From an optimization exercise on the open Yosys and OpenROAD flow, aimed at small area, a short achievable clock period and few clock cycles per item; shortcuts taken in it are not production practice.
At most, simulation tests tie the RTL to the original design; equivalence was not proved.
Power figures rest on the tool's default switching activity, not on a simulated workload.

Setup of run 1:
// yce_block_conv
module yce_block_conv (
    input  wire         clk,
    input  wire         rst,             
    input  wire         in_valid,
    output wire         in_ready,
    input  wire         in_fmt,          
    input  wire         in_chroma,       
    input  wire [511:0] in_data,
    output reg          out_valid,
    input  wire         out_ready,
    output reg          out_chroma,
    output reg  [127:0] out_y,
    output reg  [63:0]  out_u,
    output reg  [63:0]  out_v
);
Size: roughly 4300 cells after synthesis, about 650 flip-flops.
clock: 10.0 ns
lec_check: 0
cap_margin: 20
core_margin: 2
core_utilization: 60
cts_cluster_diameter: 70
cts_cluster_size: 30
place_density: 0.72
slew_margin: 20
synth_hierarchical: 1
standard.sh (not shown) runs the stock make flow with config.mk's settings and CLKGATE_MAP_FILE= SYNTH_SCRIPT=/design/flow/synth_recipe.tcl, a recipe that flattens the netlist after the stock synthesis.
==> flow/flow/run.sh <==
#!/bin/bash
# The standard layout (the standard.sh: standard synthesis, floorplan,
# placement, CTS, routing) with two changes to how it is made:
#  * timing repair aims for 5.45 ns of setup slack at the design's 10 ns
#    clock (a 4.55 ns period, which is what the design can reach) instead of
#    only 0 ns;
#  * the buffers that the flow puts on every input and output port are
#    sky130_fd_sc_hd__buf_1 instead of the cell buffer_ports picks by itself
#    (clkdlybuf4s50_1); repair may resize them as for any other cell.
# Each tool's output is in standard_flow.log and in orfs/logs/.
set -euo pipefail
bash standard.sh SETUP_SLACK_MARGIN=5.45 "BUFFER_PORTS_ARGS=-buffer_cell sky130_fd_sc_hd__buf_1" finish > standard_flow.log 2>&1
Both conditions hold for run 1: the flow ran to the end and the final layout passed the timing, DRC and antenna checks.
Testbench counts of run 1, summed over its fixed seeds: cycles 6,008, items 6,000.
--- input diff run 1..run 2 ---
# run 1
export LEC_CHECK = 0
export CAP_MARGIN = 20
export CORE_MARGIN = 2
export CORE_UTILIZATION = 60
export CTS_CLUSTER_DIAMETER = 70
export CTS_CLUSTER_SIZE = 30
export PLACE_DENSITY = 0.72
export SLEW_MARGIN = 20
export SYNTH_HIERARCHICAL = 1
create_clock -name core_clock -period 10.0 [get_ports {clk}]
# run 2
export LEC_CHECK = 0
export CAP_MARGIN = 20
export CORE_MARGIN = 2
export CORE_UTILIZATION = 60
export PLACE_DENSITY = 0.72
export SLEW_MARGIN = 20
export SYNTH_HIERARCHICAL = 1
create_clock -name core_clock -period 10.0 [get_ports {clk}]
==> flow/flow/run.sh <==
#!/bin/bash
# The standard layout (the standard.sh: standard synthesis, floorplan,
# placement, CTS, routing) with two changes to how it is made:
#  * timing repair aims for 5.6 ns of setup slack at the design's 10 ns
#    clock (a 4.4 ns period, which is what the design can reach) instead of
#    only 0 ns;
#  * the buffers that the flow puts on every input and output port are
#    sky130_fd_sc_hd__buf_1 instead of the cell buffer_ports picks by itself
#    (clkdlybuf4s50_1); repair may resize them as for any other cell.
# Each tool's output is in standard_flow.log and in orfs/logs/.
set -euo pipefail
bash standard.sh SETUP_SLACK_MARGIN=5.6 "BUFFER_PORTS_ARGS=-buffer_cell sky130_fd_sc_hd__buf_1" finish > standard_flow.log 2>&1
### Flow results
- No stage failed in run 2, and the final checks on the layout all came back clean.
- Changes observed in run 2 relative to run 1: post-route cell area rose 1.8%; post-detailed-routing wire length rose about 2.2%; post-layout net count rose about 1.1%; final total power rose 0.77 mW; largest clock skew in the final design rose 0.010 ns.
- Compared with run 1, global-route wire length before repair in run 2 increased slightly.
- Of the two values seen for slowest cell on the critical path, or2_2 was produced by run 1 and fa_1 by run 2.
- Number of max-slew violations in the final report: run 2 vs run 1 identical
#### Input delta (run 3 over run 2)
# run 2
export LEC_CHECK = 0
export CAP_MARGIN = 20
export CORE_MARGIN = 2
export CORE_UTILIZATION = 60
export PLACE_DENSITY = 0.72
export SLEW_MARGIN = 20
export SYNTH_HIERARCHICAL = 1
create_clock -name core_clock -period 10.0 [get_ports {clk}]
# run 3
export LEC_CHECK = 0
export ABC_AREA = 1
export CAP_MARGIN = 20
export CORE_MARGIN = 2
export CORE_UTILIZATION = 60
export PLACE_DENSITY = 0.72
export SLEW_MARGIN = 20
export SYNTH_HIERARCHICAL = 1
create_clock -name core_clock -period 10.0 [get_ports {clk}]
==> flow/flow/run.sh <==
#!/bin/bash
# The standard layout (the standard.sh: standard synthesis, floorplan,
# placement, CTS, routing) with two changes to how it is made:
#  * timing repair aims for 5.45 ns of setup slack at the design's 10 ns
#    clock (a 4.55 ns period, which is what the design can reach) instead of
#    only 0 ns;
#  * the buffers that the flow puts on every input and output port are
#    sky130_fd_sc_hd__buf_1 instead of the cell buffer_ports picks by itself
#    (clkdlybuf4s50_1); repair may resize them as for any other cell.
# Each tool's output is in standard_flow.log and in orfs/logs/.
set -euo pipefail
bash standard.sh SETUP_SLACK_MARGIN=5.45 "BUFFER_PORTS_ARGS=-buffer_cell sky130_fd_sc_hd__buf_1" finish > standard_flow.log 2>&1
==> comparison <==
- Run 3 vs. run 2: sequential power went up by about 2%.
- In run 3 the static power due to leakage turned out 15% higher than in run 2.
- In the tables for run 3 and run 2, number of clock buffers in the layout reads lower with run 2.
- Between run 3 and run 2, it is run 3 whose combinational fraction of design power is higher, by 1.1 points.
- The number of cells on the worst hold path number comes out higher for run 3 vs run 2.
- Run 3: final worst slack is 0.062 ns lower than what run 2 reported.
- NOTE: fraction of the mapped netlist area in adder cells in run 3 falls short of that of run 2
- Against run 2, the final cell area of run 3 is higher.
- Cmp run 3 vs run 2: fmax lower in run 3

Another version of the RTL of yce_block_conv (not shown whole).
For scale: ~910 flip-flops, about 780 I/O pins, ~72,000 um2 of cells after synthesis.
Design yce_block_conv, start of the top module:
module yce_block_conv (
    input  wire         clk,
    input  wire         rst,             
    input  wire         in_valid,
    output wire         in_ready,
    input  wire         in_fmt,          
    input  wire         in_chroma,       
    input  wire [511:0] in_data,
    output wire         out_valid,
    input  wire         out_ready,
    output wire         out_chroma,
    output wire [127:0] out_y,
    output wire [63:0]  out_u,
    output wire [63:0]  out_v
);
    reg         s_valid;                 
    reg         s_ready;                 
    reg  [1:0]  e_valid;                 
    reg         wr;                      
    reg         rd;                      
    reg         sel0, sel1, selc0, selc1;
    reg         e0_chroma, e1_chroma;
    reg         s_chroma;
    wire deliver = out_valid && out_ready;
    wire move    = s_valid && !(e_valid[0] && e_valid[1]);
    wire accept  = in_valid && s_ready;
    wire [1:0] e_valid_n = (e_valid & ~({1'b0, deliver} << rd))
                         | ({1'b0, move} << wr);
    wire       s_valid_n = accept || (s_valid && !move);
    wire       rd_n      = rd ^ deliver;
    wire       wr_n      = wr ^ move;
    wire       e0c_n     = (move && !wr) ? s_chroma : e0_chroma;
    wire       e1c_n     = (move &&  wr) ? s_chroma : e1_chroma;
    always @(posedge clk) begin
        if (rst) begin
            s_valid <= 1'b0;
            s_ready <= 1'b1;
            e_valid <= 2'b00;
            wr      <= 1'b0;
            rd      <= 1'b0;
            sel0    <= 1'b0;
            sel1    <= 1'b0;
            selc0   <= 1'b0;
            selc1   <= 1'b0;
        end else begin
            s_valid <= s_valid_n;
            s_ready <= !s_valid_n || !(e_valid_n[0] && e_valid_n[1]);
            e_valid <= e_valid_n;
            wr      <= wr_n;
            rd      <= rd_n;
            sel0    <= !rd_n;
            sel1    <=  rd_n;
  ...
Settings: LEC_CHECK=0, CAP_MARGIN=20, CORE_MARGIN=2, CORE_UTILIZATION=40, SLEW_MARGIN=20, SYNTH_HIERARCHICAL=1; clock period 10.0 ns.
run.sh (not shown) runs the stock make flow with config.mk's settings and CLKGATE_MAP_FILE= SYNTH_SCRIPT=/design/flow/synth_recipe.tcl, a recipe that flattens the netlist after the stock synthesis.
Stock flow here: none of the scripts above is used.
The starting point ran to the end with no violations.
Rerun with:
==> flow/flow/run.sh (new file) <==
#!/bin/bash
# The standard layout (the standard.sh: standard synthesis, floorplan,
# placement, CTS, routing), with timing repair aiming for 6.3 ns of setup
# slack at the design's 10 ns clock, i.e. the period the design can reach,
# instead of only 0 ns. Each tool's output is in standard_flow.log and in
# orfs/logs/.
set -euo pipefail
bash standard.sh SETUP_SLACK_MARGIN=6.3 finish > standard_flow.log 2>&1
==> flow/standard.sh (new file) <==
#!/bin/bash
# synth_recipe.tcl (not shown) runs the flow's synth.tcl, then flattens the netlist and writes it again
# the make line also repeats each setting of config.mk as NAME=value (left out here)
make -C /OpenROAD-flow-scripts/flow DESIGN_CONFIG=/design/flow/config.mk WORK_HOME=/design/flow/orfs CLKGATE_MAP_FILE= SYNTH_SCRIPT=/design/flow/synth_recipe.tcl "${@:-finish}"
removed: flow/run.sh
What happened: Cell area rises by about 16%; total power rises by 34%; core utilization rises by 7.5 points; wire length rises by 18%; sequential share of layout area falls by 4.3 points; worst hold slack improves by 20 ps; fmax rises by 36%; synthesized cell count stays the same; clock skew falls by 5.8 ps; worst setup slack improves by 1600 ps.
No run of this note included a check of the RTL's function; only the layout flow was run.

==> what the ideal ports hide <==
Ports are ideal in the flow. The routed layouts listed here were re-timed in OpenROAD.
Step 1 sets driving cells, clkbuf_16 on the clock port and buf_2 on the other inputs (assumed; they add their load-dependent delay and slew).
Step 2 moves the port delays by t, midway between the first and last clock arrival at a register: inputs arrive t later, outputs are due t later. That takes back most of the time a late clock gives input paths.
Slacks: ideal ports / drivers / drivers and shift; pairs: ideal ports / drivers.
run	shift t [ns]	setup WS [ns]	worst setup path after step 2	latest minus earliest clock arrival (ns)	pins driven straight from the clock port
run 1	0.749	5.479 / 5.455 / 5.455	input to output	0.042 / 0.042	1
run 2	0.748	5.552 / 5.526 / 5.526	input to output	0.047 / 0.047	1
run 3	0.720	5.490 / 5.468 / 5.037	input to register	0.037 / 0.037	1
the first run of note 2	0.825	4.148 / 4.064 / 4.889	register to output	0.042 / 0.042	1
the second run of note 2	0.839	5.711 / 5.711 / 5.611	input to register	0.044 / 0.043	1
After both steps every run listed still meets setup and hold. For run 3, which loses most, drivers alone change the setup slack by -0.022 ns; drivers and shift together by -0.453 ns.
